From an optimization exercise on the open Yosys and OpenROAD flow, aimed at small area, a short achievable clock period and few clock cycles; shortcuts taken in it are not production practice.
Function was checked by simulation only, so behaviour that the tests miss may differ from the original.
Power is estimated from default activity; no workload was simulated.

`flow/config.mk`:
```
export PLATFORM = sky130hd
export DESIGN_NAME = zedmd_scaler
export DESIGN_NICKNAME = zedmd_scaler
export VERILOG_FILES = /design/flow/design.v
export SDC_FILE = /design/flow/constraint.sdc
export NUM_CORES = 4
export LEC_CHECK = 0
export CAP_MARGIN = 20
export CORE_MARGIN = 2
export CORE_UTILIZATION = 40
export PLACE_DENSITY = 0.6
export SLEW_MARGIN = 20
```
`flow/constraint.sdc`:
```
create_clock -name core_clock -period 9.5 [get_ports {clk}]
set_input_delay 1.9000 -clock core_clock [delete_from_list [all_inputs] [get_ports {clk}]]
set_output_delay 1.9000 -clock core_clock [all_outputs]
set_load 0.01 [all_outputs]
```
`flow/design.v`:
```
module zedmd_mode_sel (
    input  wire        aus,
    input  wire        ads,
    input  wire [15:0] lw,
    input  wire [15:0] lh,
    input  wire [15:0] nw,
    input  wire [15:0] nh,
    output reg  [2:0]  mode,
    output reg  [5:0]  xoff,
    output reg  [4:0]  yoff,
    output wire        geom_ok
);
    reg [17:0] cw, chh;
    always @(*) begin
        if (aus && lw == 16'd192 && nw == 16'd256)      mode = 3'd1;
        else if (ads && lw == 16'd192)                  mode = 3'd2;
        else if (aus && lh == 16'd16 && nh == 16'd32)   mode = 3'd3;
        else if (aus && lh == 16'd16 && nh == 16'd64)   mode = 3'd4;
        else if (ads && lw == 16'd256 && nw == 16'd128) mode = 3'd5;
        else if (aus && lw == 16'd128 && nw == 16'd256) mode = 3'd6;
        else                                            mode = 3'd7;
        case (mode)
            3'd1:    begin xoff = 6'd32; yoff = 5'd0;  end
            3'd2:    begin xoff = 6'd16; yoff = 5'd0;  end
            3'd3:    begin xoff = 6'd0;  yoff = 5'd8;  end
            3'd4:    begin xoff = 6'd0;  yoff = 5'd16; end
            default: begin xoff = 6'd0;  yoff = 5'd0;  end
        endcase
        case (mode)
            3'd2, 3'd5: begin cw = {3'b0, lw[15:1]}; chh = {3'b0, lh[15:1]}; end
            3'd4, 3'd6: begin cw = {1'b0, lw, 1'b0}; chh = {1'b0, lh, 1'b0}; end
            default:    begin cw = {2'b0, lw};       chh = {2'b0, lh};       end
        endcase
    end
    assign geom_ok = (mode == 3'd7) ? (lw == nw && lh == nh)
                   : ((cw + {12'd0, xoff} <= {2'b0, nw}) && (chh + {13'd0, yoff} <= {2'b0, nh}));
endmodule
module zedmd_half_pick (
    input  wire [23:0] ul,
    input  wire [23:0] ur,
    input  wire [23:0] ll,
    input  wire [23:0] lr,
    input  wire        left,
    input  wire        top,
    output reg  [23:0] pix
);
    reg [23:0] q, a, b, c;
    always @(*) begin
        case ({top, left})
            2'b11:   begin q = ul; a = ur; b = ll; c = lr; end
            2'b10:   begin q = ur; a = ul; b = lr; c = ll; end
            2'b01:   begin q = ll; a = lr; b = ul; c = ur; end
            default: begin q = lr; a = ll; b = ur; c = ul; end
        endcase
        if (q == a || q == b || q == c) pix = q;
        else if (a == b || a == c)      pix = a;
        else if (b == c)                pix = b;
        else                            pix = q;
    end
endmodule
module zedmd_scale2x (
    input  wire [23:0] e,
    input  wire [23:0] b,
    input  wire [23:0] h,
    input  wire [23:0] d,
    input  wire [23:0] f,
    output wire [23:0] tl,
    output wire [23:0] tr,
    output wire [23:0] bl,
    output wire [23:0] br
);
    wire edge_dir = (b != h) && (d != f);
    assign tl = (edge_dir && d == b) ? d : e;
    assign tr = (edge_dir && b == f) ? f : e;
    assign bl = (edge_dir && d == h) ? d : e;
    assign br = (edge_dir && h == f) ? f : e;
endmodule
module zedmd_scaler (
    input  wire        clk,
    input  wire        rst,
    input  wire        start,
    input  wire [15:0] cfg_lw,
    input  wire [15:0] cfg_lh,
    input  wire [15:0] cfg_nw,
    input  wire [15:0] cfg_nh,
    input  wire        cfg_aus,
    input  wire        cfg_ads,
    input  wire        cfg_rgb,
    output wire        busy,
    output wire        done,
    output reg  [2:0]  mode,
    output reg         geom_err,
    output wire        rd_req,
    output reg  [13:0] rd_addr,
    input  wire        rd_ready,
    input  wire [23:0] rd_data,
    output wire        wr_en,
    output reg  [13:0] wr_addr,
    output reg  [23:0] wr_data,
    input  wire        wr_ready
);
    localparam S_IDLE = 3'd0;
    localparam S_FILL = 3'd1;
    localparam S_RD   = 3'd2;
    localparam S_RDW  = 3'd3;
    localparam S_WR   = 3'd4;
    localparam S_DONE = 3'd5;
    localparam T_COPY = 2'd0;
    localparam T_HALF = 2'd1;
    localparam T_DBL  = 2'd2;
    reg [2:0]  state;
    reg [1:0]  xform;
    reg [15:0] lw, lh, nw, nh;
    reg        rgb;
    reg [5:0]  xoff;
    reg [4:0]  yoff;
    reg [15:0] x, y;           
    reg [2:0]  k;              
    reg [13:0] src_base;       
    reg [13:0] dst_base;       
    reg [13:0] fill_idx;
    reg [23:0] pix [0:4];      
    wire [2:0] sel_mode;
    wire [5:0] sel_xoff;
    wire [4:0] sel_yoff;
    wire       sel_geom_ok;
    zedmd_mode_sel u_mode_sel (
        .aus(cfg_aus), .ads(cfg_ads),
        .lw(cfg_lw), .lh(cfg_lh), .nw(cfg_nw), .nh(cfg_nh),
        .mode(sel_mode), .xoff(sel_xoff), .yoff(sel_yoff),
        .geom_ok(sel_geom_ok)
    );
    wire accept = (state == S_IDLE || state == S_DONE) && start;
    assign busy   = !(state == S_IDLE || state == S_DONE);
    assign done   = (state == S_DONE);
    assign rd_req = (state == S_RD);
    assign wr_en  = (state == S_FILL || state == S_WR);
    wire [13:0] lw14 = lw[13:0];
    wire [13:0] nw14 = nw[13:0];
    wire [13:0] x14  = x[13:0];
    wire x_last  = (x == lw - 16'd1);
    wire y_last  = (y == lh - 16'd1);
    wire [13:0] row_up = (y == 16'd0) ? src_base : src_base - lw14;
    wire [13:0] row_dn = y_last       ? src_base : src_base + lw14;
    wire [13:0] col_l  = (x == 16'd0) ? x14 : x14 - 14'd1;
    wire [13:0] col_r  = x_last       ? x14 : x14 + 14'd1;
    wire hs_left = (x < {1'b0, lw[15:1]});
    wire hs_top  = (y < {1'b0, lh[15:1]});
    wire [2:0] n_reads  = (xform == T_HALF) ? 3'd4 : (xform == T_DBL) ? 3'd5 : 3'd1;
    wire [2:0] n_writes = (xform == T_DBL) ? 3'd4 : 3'd1;
    always @(*) begin
        case (xform)
            T_HALF: case (k)
                3'd0:    rd_addr = src_base + x14;
                3'd1:    rd_addr = src_base + x14 + 14'd1;
                3'd2:    rd_addr = src_base + lw14 + x14;
                default: rd_addr = src_base + lw14 + x14 + 14'd1;
            endcase
            T_DBL: case (k)
                3'd0:    rd_addr = src_base + x14;
                3'd1:    rd_addr = row_up + x14;
                3'd2:    rd_addr = row_dn + x14;
                3'd3:    rd_addr = src_base + col_l;
                default: rd_addr = src_base + col_r;
            endcase
            default: rd_addr = src_base + x14;
        endcase
    end
    wire [23:0] rd_pix = rgb ? rd_data : {16'd0, rd_data[7:0]};
    wire [23:0] half_pix;
    zedmd_half_pick u_half_pick (
        .ul(pix[0]), .ur(pix[1]), .ll(pix[2]), .lr(pix[3]),
        .left(hs_left), .top(hs_top), .pix(half_pix)
    );
    wire [23:0] s2x_tl, s2x_tr, s2x_bl, s2x_br;
    zedmd_scale2x u_scale2x (
        .e(pix[0]), .b(pix[1]), .h(pix[2]), .d(pix[3]), .f(pix[4]),
        .tl(s2x_tl), .tr(s2x_tr), .bl(s2x_bl), .br(s2x_br)
    );
    always @(*) begin
        if (state == S_FILL) begin
            wr_addr = fill_idx;
            wr_data = 24'd0;
        end else begin
            case (xform)
                T_HALF: begin
                    wr_addr = dst_base + {1'b0, x14[13:1]};
                    wr_data = half_pix;
                end
                T_DBL: case (k)
                    3'd0:    begin wr_addr = dst_base + {x14[12:0], 1'b0};               wr_data = s2x_tl; end
                    3'd1:    begin wr_addr = dst_base + {x14[12:0], 1'b1};               wr_data = s2x_tr; end
                    3'd2:    begin wr_addr = dst_base + nw14 + {x14[12:0], 1'b0};        wr_data = s2x_bl; end
                    default: begin wr_addr = dst_base + nw14 + {x14[12:0], 1'b1};        wr_data = s2x_br; end
                endcase
                default: begin
                    wr_addr = dst_base + x14;
                    wr_data = pix[0];
                end
            endcase
        end
    end
    wire [13:0] dst_start = (yoff == 5'd8)  ? {nw14[10:0], 3'b000} + {8'd0, xoff}
                          : (yoff == 5'd16) ? {nw14[9:0], 4'b0000} + {8'd0, xoff}
                          : {8'd0, xoff};
    wire hs_more_rows = ({1'b0, y} + 17'd4 <= {1'b0, lh});
    always @(posedge clk) begin
        if (rst) begin
            state    <= S_IDLE;
            mode     <= 3'd0;
            geom_err <= 1'b0;
        end else begin
            case (state)
                S_IDLE, S_DONE: begin
                    state <= S_IDLE;
                    if (accept) begin
                        lw       <= cfg_lw;
                        lh       <= cfg_lh;
                        nw       <= cfg_nw;
                        nh       <= cfg_nh;
                        rgb      <= cfg_rgb;
                        mode     <= sel_mode;
                        xoff     <= sel_xoff;
                        yoff     <= sel_yoff;
                        geom_err <= !sel_geom_ok;
                        case (sel_mode)
                            3'd2, 3'd5: xform <= T_HALF;
                            3'd4, 3'd6: xform <= T_DBL;
                            default:    xform <= T_COPY;
                        endcase
                        x        <= 16'd0;
                        y        <= 16'd0;
                        k        <= 3'd0;
                        fill_idx <= 14'd0;
                        src_base <= 14'd0;
                        dst_base <= 14'd0;
                        if (!sel_geom_ok)
                            state <= S_DONE;
                        else if (sel_mode == 3'd7)
                            state <= S_RD;
                        else
                            state <= S_FILL;
                    end
                end
                S_FILL: if (wr_ready) begin
                    fill_idx <= fill_idx + 14'd1;
                    if (x == nw - 16'd1) begin
                        x <= 16'd0;
                        if (y == nh - 16'd1) begin
                            y        <= 16'd0;
                            dst_base <= dst_start;
                            if (xform == T_HALF && lh < 16'd2)
                                state <= S_DONE;
                            else
                                state <= S_RD;
                        end else begin
                            y <= y + 16'd1;
                        end
                    end else begin
                        x <= x + 16'd1;
                    end
                end
                S_RD: if (rd_ready) state <= S_RDW;
                S_RDW: begin
                    pix[k] <= rd_pix;
                    if (k == n_reads - 3'd1) begin
                        k     <= 3'd0;
                        state <= S_WR;
                    end else begin
                        k     <= k + 3'd1;
                        state <= S_RD;
                    end
                end
                S_WR: if (wr_ready) begin
                    if (k != n_writes - 3'd1) begin
                        k <= k + 3'd1;
                    end else begin
                        k     <= 3'd0;
                        state <= S_RD;
                        case (xform)
                            T_HALF: begin
                                if (x == lw - 16'd2) begin
                                    x <= 16'd0;
                                    if (hs_more_rows) begin
                                        y        <= y + 16'd2;
                                        src_base <= src_base + {lw14[12:0], 1'b0};
                                        dst_base <= dst_base + nw14;
                                    end else begin
                                        state <= S_DONE;
                                    end
                                end else begin
                                    x <= x + 16'd2;
                                end
                            end
                            default: begin
                                if (x_last) begin
                                    x <= 16'd0;
                                    if (y_last) begin
                                        state <= S_DONE;
                                    end else begin
                                        y        <= y + 16'd1;
                                        src_base <= src_base + lw14;
                                        dst_base <= dst_base + ((xform == T_DBL) ? {nw14[12:0], 1'b0} : nw14);
                                    end
                                end else begin
                                    x <= x + 16'd1;
                                end
                            end
                        endcase
                    end
                end
                default: state <= S_IDLE;
            endcase
        end
    end
endmodule
```
`flow/run.sh`:
```
#!/bin/bash
# synth_recipe.tcl (not shown) runs the flow's synth.tcl, then flattens the netlist and writes it again
# the make line also repeats each setting of config.mk as NAME=value (left out here)
make -C /OpenROAD-flow-scripts/flow DESIGN_CONFIG=/design/flow/config.mk WORK_HOME=/design/flow/orfs CLKGATE_MAP_FILE= SYNTH_SCRIPT=/design/flow/synth_recipe.tcl finish
```
==> results.py <==
metrics = {
    "timing": {
        "setup_viol": 0,
        "fin_crit_sh_pct": 95.0,
        "tightest_slew_ps": 1180,
        "max_freq_ghz": 0.111,
        "tns_ps": 0,
        "rsz0062_at_grt": "no",
        "relSlewSlack_pct": 20.7,
        "layout_min_cycle_time_ps": 9020,
        "drv_slew": 0,
        "finalHoldViolations": 0,
        "hold_slack_ps": 467,
        "skew_ps": 44.5,
    },
    "routing": {
        "vias": 31100,
        "wl_per_cell_um": 23.4,
        "first_pass_iters": 8,
        "wirelength_um": 119000,
        "vias_per_cell": 6.13,
        "drc": 0,
        "detail-route-antenna-nets": 0,
        "drt_iter0_drc": 3290,
    },
    "die": {
        "dieArea_um2": 84100,
        "initial_core_util_pct": 40.5,
        "core-area_um2": 80700,
        "ioPinCount": 156,
        "rows": 104,
        "fp.dieW_um": 290,
        "die_h_um": 290,
    },
    "place": {
        "dpl.hpwl_um": 90600,
        "place.gp.congestion": 0.994,
        "numPortBuffers": 155,
    },
    "finish": {
        "fillers": 7968,
        "antenna_cells": 0,
        "drive_gt1_share_pct": 6.16,
        "area_delta_synth_final_pct": 11.4,
        "fin_nets": 4356,
    },
    "synthesis": {
        "synth_area_leader_cell": "edfxtp_1",
        "syn_nets": 4378,
        "synth_area_leaders": "edfxtp_1 25%, ha_1 10%, xnor2_1 8.9%",
        "synth-edff-count": 268,
        "yosysUniqueCellTypes": 98,
        "async_flop_share_pct": 0,
        "netlist_instances": 4002,
        "synth_ff_type": "edfxtp_1",
        "yosysWarnings": 3,
        "yosys_register_bits": 275,
        "seq_area_frac_synth_pct": 25.0,
        "syn_area_um2": 32700,
        "avgSynthCellArea_um2": 8.17,
        "synth_top_area_share_pct": 24.6,
    },
    "pwr": {
        "cellPowerDensity_nw_per_um2": 376,
        "leakagePower_uw": 0.0138,
        "irDropWorstVdd_mv": 0.196,
    },
    "worst_setup_path": {
        "critPathLaunchType": "register",
        "arrival_ps": 7120,
        "criticalPathCategory": "reg2out",
        "required_ps": 7600,
        "cp-end-kind": "output port",
        "cp_max_fo": 7,
    },
    "global_routing": {
        "antenna_found_initial": 2,
        "grt_pass1_wl_um": 178000,
        "overflow": 0,
        "grt_max_degree": 72,
        "grt_pass1_vias": 28500,
        "grt_usage_pct": 27.1,
    },
    "status": {
        "status": "no timing/DRC/antenna violations",
    },
    "clock_tree": {
        "cts_setup_buffers": 0,
        "clock_sinks": 275,
        "clk_pin_slew_ps": 60,
        "cts_tree": "done",
        "cts_root_buf": "clkbuf_16",
        "cts_max_level": 2,
        "worstSkewPairLatency_ps": 610,
        "cts_buffers": 40,
        "clock_path_buffers": 3,
    },
    "min_path": {
        "worst_hold_path_type": "reg2reg",
    },
    "flow_run": {
        "drv_cap": 0,
    },
}
==> Yosys cell counts (15+ instances only) <==
master / n
and3_1: 56
or2_2: 22
clkbuf_1: 255
xnor2_1: 334
a21o_1: 45
edfxtp_1: 268
o22ai_1: 49
a21oi_1: 241
inv_1: 168
mux2i_1: 73
o21ai_0: 212
and2_1: 47
ha_1: 264
a31oi_1: 33
buf_1: 27
a22oi_1: 55
or4_1: 15
fa_1: 16
nor4_1: 65
mux2_2: 29
xor2_1: 200
nor3_1: 99
a311oi_1: 30
o31ai_1: 18
a211oi_1: 33
nand4_1: 90
o2bb2ai_1: 19
nand2_1: 372
a41o_1: 21
or3_1: 38
nor2_1: 275
o211ai_1: 30
nand2b_1: 33
o21a_1: 29
o21bai_1: 23
nand3_1: 106
nor2b_1: 49
==> layer usage <==
| layer | up-vias | GRT usage [%] | wire, um |
|---|---|---|---|
| li1 | 14600 | - | - |
| met1 | 14900 | 39.5 | 54800 |
| met2 | 1347 | 41.7 | 51400 |
| met3 | 183 | 3.59 | 9090 |
| met4 | 4 | 7.61 | 3280 |
| met5 | - | 0 | 26 |
==> where the power goes <==
| group | internal, uW | leakage [uW] | switching (uW) | total (uW) |
|---|---|---|---|---|
| sequential | 1670 | 0.00254 | 501 | 2170 |
| combinational | 4110 | 0.0107 | 5940 | 10000 |
| clock | 844 | 0.000625 | 648 | 1490 |
| total | 6620 | 0.0138 | 7090 | 13700 |
==> layout by cell type (no fill, tap or decap), types with 76 or more instances in the layout <==
cell and count:
nand2_1 369, xnor2_1 334, nor2_1 269, edfxtp_1 268, ha_1 262, a21oi_1 240, o21ai_0 212, xor2_1 200
inv_1 167, clkdlybuf4s50_1 155, nand3_1 106, nor3_1 95, nand4_1 90, buf_4 76
==> through the flow <==
stage | std cells | utilization [%] | area (um^2) | total power (uW) | setup slack, ps
finish | 5071 | 45.2 | 36400 | 13700 | 479
global route | 5071 | 45.2 | 36400 | 14800 | 88.7
CTS | 5071 | 45.1 | 36400 | 13500 | 129
detailed placement | 4998 | 43.6 | 35100 | 12000 | 674
global placement | 4998 | 43.6 | 35100 | 11900 | 588
floorplan | 4002 | - | 32700 | 9040 | 1630
==> path summary, 6_finish.rpt <==
| path | from | to | slack, ps | cells past startpoint |
|---|---|---|---|---|
| hold / removal | mode[1]$_SDFFE_PP0P_ | mode[1]$_SDFFE_PP0P_ | 470 | 2 |
| setup / recovery | lh[4]$_DFFE_PP_ | rd_addr[12] | 480 | 24 |
| setup reg to reg | y[3]$_DFFE_PP_ | dst_base[4]$_DFFE_PP_ | 3890 | 18 |
| hold reg to reg | mode[1]$_SDFFE_PP0P_ | mode[1]$_SDFFE_PP0P_ | 470 | 2 |
==> flip-flops by register name (all words and copies together), names as in the netlist <==
signal,count
dst_base,14
fill_idx,14
geom_err,1
k,3
lh,16
lw,16
mode,3
nh,16
nw,16
pix,120
rgb,1
src_base,14
state,3
x,16
xform,2
xoff,2
y,16
yoff,2
==> area by class of cell <==
class / instances / area, um^2 / share of cell area [%]
clock buffers: 49 / 1030 / 2.84
clock inverters: 24 / 238 / 0.652
inverters: 171 / 642 / 1.76
multi-input cells: 3261 / 22900 / 62.8
flip-flops and latches: 275 / 8190 / 22.5
well taps: 1060 / 1330 / 3.64
repair buffers: 231 / 2120 / 5.82
==> cells by family after synthesis <==
| family | count (synthesis) | share of synthesized area (%) |
|---|---|---|
| compound gates | 1014 | 20.6 |
| xor+xnor | 534 | 14.3 |
| fa+ha+maj | 280 | 11.1 |
| buf+inv | 466 | 5.40 |
| flops | 275 | 25.0 |
| mux | 104 | 3.37 |
| simple gates | 1329 | 20.2 |
==> worst max-delay path, stage by stage, from the launching register on <==
cell             delay (ps)
edfxtp_1                490
or4_4                   580
or3_4                   360
or4_4                   520
a2111oi_2               360
o2111a_1                360
nand3_2                 120
inv_1                   110
a21oi_1                 210
a21oi_1                 240
ha_1                    190
inv_1                    50
fa_1                    390
nor2b_1                 130
o21ai_0                 110
a21boi_0                300
o21ai_0                 170
a21oi_1                 210
nand4_1                 150
a31oi_1                 180
xor2_1                  110
a22oi_1                 260
o221ai_1                170
a31o_2                  250
clkdlybuf4s50_1         480
==> repair_timing <==
| item | CTS | global route |
|---|---|---|
| gates resized for setup | 0 | 4 |
| hold buffers | 0 | 0 |
| setup endpoints to repair | 0 | 5 |
Testbench counts, summed over its fixed seeds: cycles 1,273,888.

-- what the ideal ports hide --
The flow's constraints put no driver on any port. The routed layout listed below was extracted and timed again, unchanged, in two steps.
Step 1 (the two cells are an assumption about what drives the block):
set clk [get_ports {clk}]
set_driving_cell -lib_cell sky130_fd_sc_hd__clkbuf_16 $clk
set_driving_cell -lib_cell sky130_fd_sc_hd__buf_2 [delete_from_list [all_inputs] $clk]
Step 2 times the ports against the registers' clock, not the clock port: input delays grow and output delays shrink by t, the midpoint of the rising clock arrivals with the driver on.
Three values: no drivers, after step 1, after step 2; two values: the first two.
t, ns: 0.650
slack for setup (ns): 0.479 / 0.420 / 0.476
hold WS [ns]: 0.467 / 0.467 / 0.467
After both steps setup and hold are still met in this run. For this run, drivers alone change the setup slack by -0.059 ns; drivers and shift together by -0.003 ns.
